Context: an optimization exercise on an open-source flow, tuned for small area, a short achievable clock period and few clock cycles per item. The choices shown serve that exercise and are no tape-out recipe. Only simulation tests tie the RTL to the original design; equivalence was not proved. Power figures rest on the tool's default switching activity, not on a simulated workload.

## R
## gsm7_alpha
module gsm7_alpha (
    input  wire        clk,
    input  wire        rst,           
    input  wire        cmd_valid,
    output wire        cmd_ready,
    input  wire [2:0]  cmd_op,
    input  wire [15:0] cmd_len,
    input  wire        in_valid,
    output wire        in_ready,
    input  wire [31:0] in_data,
    output reg         out_valid,
    input  wire        out_ready,
    output wire [20:0] out_data,
    output reg         res_valid,
    input  wire        res_ready,
    output wire [7:0]  res_err,
    output wire [15:0] res_count
);
Size: roughly 820 cells after synthesis, ~77 flip-flops, roughly 110 I/O pins, about 0.0059 sq mm of cells after synthesis.
Settings: LEC_CHECK=0, ABC_AREA=1, CAP_MARGIN=20, CORE_MARGIN=2, CORE_UTILIZATION=40, SLEW_MARGIN=20; clock period 8.0 ns.
run.sh (not shown) runs the stock make flow with config.mk's settings and CLKGATE_MAP_FILE= SYNTH_SCRIPT=/design/flow/synth_recipe.tcl, a recipe that flattens the netlist after the stock synthesis.
Testbench counts of R, summed over its fixed seeds: cycles 38,358, items 35,725.
What S does differently from R at the input level:
Settings: SETUP_SLACK_MARGIN newly set to 5.
==> flow/flow/run.sh (new file) <==
#!/bin/bash
# The standard layout (standard.sh), with plain buf_1 cells as the port buffers
# (repair_timing resizes them where timing needs it) and a tighter timing-repair target.
set -euo pipefail
bash standard.sh BUFFER_PORTS_ARGS="-buffer_cell sky130_fd_sc_hd__buf_1" SETUP_SLACK_MARGIN=5.5 finish > standard.log 2>&1
==> flow/standard.sh (new file) <==
#!/bin/bash
# synth_recipe.tcl (not shown) runs the flow's synth.tcl, then flattens the netlist and writes it again
# the make line also repeats each setting of config.mk as NAME=value (left out here)
make -C /OpenROAD-flow-scripts/flow DESIGN_CONFIG=/design/flow/config.mk WORK_HOME=/design/flow/orfs CLKGATE_MAP_FILE= SYNTH_SCRIPT=/design/flow/synth_recipe.tcl "${@:-finish}"
removed: flow/run.sh
Results
Per the comparison of S with R, global-route usage picked up an extra 3.2 points, ratio of final minimum period to clock period lost 11 points, final instance count without filler cells picked up an extra 109, cell-internal power picked up an extra 0.80%.
As far as initial antenna violation count goes, S and R are indistinguishable; the numbers are identical.
The fraction of power consumed by combinational cells in S was higher than what R gave.
S against R: post-layout total power increased by 6.4% relative to the old numbers, minimum setup slack in the final design increased by 890 ps relative to the old numbers.
Between R and S, area overhead of the layout relative to synthesis increased.
Peak ir drop on the vdd network went up slightly going from R to S.

---

== JK ==
gsm7_alpha, a different RTL version from the one above (not shown whole).
For scale: about 790 cells after synthesis, roughly 71 flip-flops, about 110 I/O pins, roughly 5500 µm² of cells after synthesis.
Settings: LEC_CHECK=0, ABC_AREA=1, CAP_MARGIN=20, CORE_MARGIN=2, CORE_UTILIZATION=40, CTS_BUF_LIST=sky130_fd_sc_hd__clkbuf_8, CTS_CLUSTER_SIZE=40, SETUP_SLACK_MARGIN=5, SLEW_MARGIN=20; clock period 8.0 ns.
Stock flow here: none of the scripts above is used.
JK | stages: all done | timing, DRC, antenna: all pass
Inputs modified between JK and MS:
==> flow/flow/run.sh (new file) <==
#!/bin/bash
# The standard layout (standard.sh), with plain buf_1 cells as the port buffers
# instead of the default choice (repair_timing resizes them where timing needs it).
set -euo pipefail
bash standard.sh BUFFER_PORTS_ARGS="-buffer_cell sky130_fd_sc_hd__buf_1" finish > standard.log 2>&1
==> flow/standard.sh (new file) <==
#!/bin/bash
# synth_recipe.tcl (not shown) runs the flow's synth.tcl, then flattens the netlist and writes it again
# the make line also repeats each setting of config.mk as NAME=value (left out here)
make -C /OpenROAD-flow-scripts/flow DESIGN_CONFIG=/design/flow/config.mk WORK_HOME=/design/flow/orfs CLKGATE_MAP_FILE= SYNTH_SCRIPT=/design/flow/synth_recipe.tcl "${@:-finish}"
removed: flow/run.sh
[summary]
MS has completed all stages; timing, DRC and antenna checks passed.
Number of gates on the worst path with buffers counted is lower on JK
Compared with JK, in MS multi-input combinational area share went up 3.1 points, final design area excluding fillers went down about 10%, met3 track demand over resource held, combinational group power went down about 7%.
Clock network fraction of total power: MS and JK compared, higher one is JK
Going from JK to MS, total detailed-routing wirelength down 7.9%, fraction of met1 tracks used by global routing down 4.1 points.

==> re-timing with driven ports <==
How much do the figures lean on ideal ports? The routed layouts below were timed once more, with nothing changed but the port constraints. Step 1 sets driving cells, clkbuf_16 on the clock port and buf_2 on the other inputs (assumed; they add their load-dependent delay and slew). Step 2 moves the port delays by t, midway between the first and last clock arrival at a register: inputs arrive t later, outputs are due t later. That takes back most of the time a late clock gives input paths. a / b / c = ideal / step 1 / step 2; a / b = the first two.
| run | shift t [ns] | setup slack, ns | clock arrival spread, ns |
|---|---|---|---|
| R | 0.378 | 4.258 / 4.258 / 4.258 | 0.012 / 0.012 |
| S | 0.384 | 5.146 / 5.146 / 4.879 | 0.010 / 0.010 |
| JK | 0.389 | 5.025 / 4.990 / 4.653 | 0.020 / 0.019 |
| MS | 0.386 | 5.029 / 5.029 / 4.668 | 0.010 / 0.010 |
After both steps setup and hold are still met in every run listed. For JK, which loses most, drivers alone change the setup slack by -0.035 ns; drivers and shift together by -0.372 ns.
